Context: an optimization exercise on an open-source flow, tuned for small area and a short achievable clock period. The choices shown serve that exercise and are no tape-out recipe. Only simulation tests tie the RTL to the original design; equivalence was not proved. Power is estimated from default activity; no workload was simulated.

==> flow/design.v (excerpt) <==
module vga_anim (
    input  wire        clk,
    input  wire        rst,           
    input  wire [15:0] script_len,    
    output wire [15:0] script_addr,   
    input  wire [47:0] script_data,   
    output wire        hsync_pin,
    output wire        vsync_pin,
    output wire [5:0]  color,
    output wire [2:0]  fault_code
);
==> flow/config.mk <==
export PLATFORM = sky130hd
export DESIGN_NAME = vga_anim
export DESIGN_NICKNAME = vga_anim
export VERILOG_FILES = /design/flow/design.v
export SDC_FILE = /design/flow/constraint.sdc
export NUM_CORES = 4
export LEC_CHECK = 0
export CAP_MARGIN = 20
export CORE_MARGIN = 2
export CORE_UTILIZATION = 40
export SETUP_SLACK_MARGIN = 5
export SLEW_MARGIN = 20
==> flow/constraint.sdc <==
create_clock -name core_clock -period 10.0 [get_ports {clk}]
set_input_delay 2.0000 -clock core_clock [delete_from_list [all_inputs] [get_ports {clk}]]
set_output_delay 2.0000 -clock core_clock [all_outputs]
set_load 0.01 [all_outputs]
run.sh (not shown) runs the stock make flow with config.mk's settings and CLKGATE_MAP_FILE= SYNTH_SCRIPT=/design/flow/synth_recipe.tcl, a recipe that flattens the netlist after the stock synthesis.
Next try:
==> flow/flow/run.sh (new file) <==
#!/bin/bash
# Standard ORFS layout (the standard.sh, unchanged synthesis) with:
#  - timing repair aiming below the clock period (repair_timing works on every
#    path whose slack is under SETUP_SLACK_MARGIN),
#  - plain buf_1 port buffers (repair resizes them where timing needs it),
#  - larger clock-tree sink clusters (fewer leaf clock buffers).
set -euo pipefail
bash standard.sh \
  SETUP_SLACK_MARGIN=5.5 \
  "BUFFER_PORTS_ARGS=-buffer_cell sky130_fd_sc_hd__buf_1" \
  CTS_CLUSTER_SIZE=25 CTS_CLUSTER_DIAMETER=90 \
  finish > standard.log 2>&1
==> flow/standard.sh (new file) <==
#!/bin/bash
# synth_recipe.tcl (not shown) runs the flow's synth.tcl, then flattens the netlist and writes it again
# the make line also repeats each setting of config.mk as NAME=value (left out here)
make -C /OpenROAD-flow-scripts/flow DESIGN_CONFIG=/design/flow/config.mk WORK_HOME=/design/flow/orfs CLKGATE_MAP_FILE= SYNTH_SCRIPT=/design/flow/synth_recipe.tcl "${@:-finish}"
--- a/flow/config.mk
+++ b/flow/config.mk
@@ -9,4 +9,3 @@
 export CORE_MARGIN = 2
-export CORE_UTILIZATION = 40
-export SETUP_SLACK_MARGIN = 5
+export CORE_UTILIZATION = 45
 export SLEW_MARGIN = 20
removed: flow/run.sh
The new run passed the timing, design-rule and antenna checks.
Power went down by about 17%.
Register-to-register slack gets better by 410 ps.
Non-clock buffer count goes up by 18.
Worst setup slack is better by 400 ps.
Final cell count decreases by 5.6%.
Die area is lower by 11%.
Hold slack gets better by 7.6 ps.
Cell area goes down by about 4.6%.
Next try:
==> flow/run.sh (new file) <==
#!/bin/bash
# synth_recipe.tcl (not shown) runs the flow's synth.tcl, then flattens the netlist and writes it again
# the make line also repeats each setting of config.mk as NAME=value (left out here)
make -C /OpenROAD-flow-scripts/flow DESIGN_CONFIG=/design/flow/config.mk WORK_HOME=/design/flow/orfs CLKGATE_MAP_FILE= SYNTH_SCRIPT=/design/flow/synth_recipe.tcl finish
--- a/flow/config.mk
+++ b/flow/config.mk
@@ -9,3 +9,3 @@
 export CORE_MARGIN = 2
-export CORE_UTILIZATION = 45
+export CORE_UTILIZATION = 40
 export SLEW_MARGIN = 20
removed: flow/flow/run.sh
removed: flow/standard.sh
The changed run completed without violations.
Die area came out higher by 12%.
Wire length came out lower by 0.93%.
Global-route usage came out lower by 3.3 points.
Critical path depth does not change.
Final area came out higher by 4.2%.
Sequential share of layout area came out lower by 2.8 points.
Next try:
==> flow/flow/run.sh (new file) <==
#!/bin/bash
# Standard ORFS layout, with timing repair aiming below the clock period:
# repair_timing works on every path whose slack is under SETUP_SLACK_MARGIN.
set -euo pipefail
bash standard.sh SETUP_SLACK_MARGIN=5.5 finish > standard.log 2>&1
==> flow/standard.sh (new file) <==
#!/bin/bash
# synth_recipe.tcl (not shown) runs the flow's synth.tcl, then flattens the netlist and writes it again
# the make line also repeats each setting of config.mk as NAME=value (left out here)
make -C /OpenROAD-flow-scripts/flow DESIGN_CONFIG=/design/flow/config.mk WORK_HOME=/design/flow/orfs CLKGATE_MAP_FILE= SYNTH_SCRIPT=/design/flow/synth_recipe.tcl "${@:-finish}"
removed: flow/run.sh
Global-route usage came out higher by 0.43 points.
Worst setup slack improves by 1400 ps.
Cell area is higher by 1.2%.

[afterwards: timing with drivers on the ports]
The results above use ideal ports. As a check the final layouts listed here were re-extracted and re-timed, cells and wires unchanged.
Step 1 assumes that a clkbuf_16 drives the clock port and a buf_2 every other input.
Step 2 moves the port delays by t, midway between the first and last clock arrival at a register: inputs arrive t later, outputs are due t later. That takes back most of the time a late clock gives input paths.
Three values: ideal, step 1, step 2; two values: the first two.
run | t (ns) | setup slack, ns | worst hold slack (ns)
the first run | 0.883 | 4.946 / 4.946 / 4.682 | 0.484 / 0.484 / 0.484
the second run | 0.798 | 5.344 / 5.241 / 5.130 | 0.491 / 0.491 / 0.491
the third run | 0.872 | 3.963 / 3.932 / 3.932 | 0.484 / 0.484 / 0.484
the fourth run | 0.879 | 5.330 / 5.248 / 4.791 | 0.487 / 0.487 / 0.487
After both steps setup and hold are still met in every run listed. The setup slack of the fourth run, which loses most, moves by -0.082 ns with the drivers and by -0.539 ns with both steps.
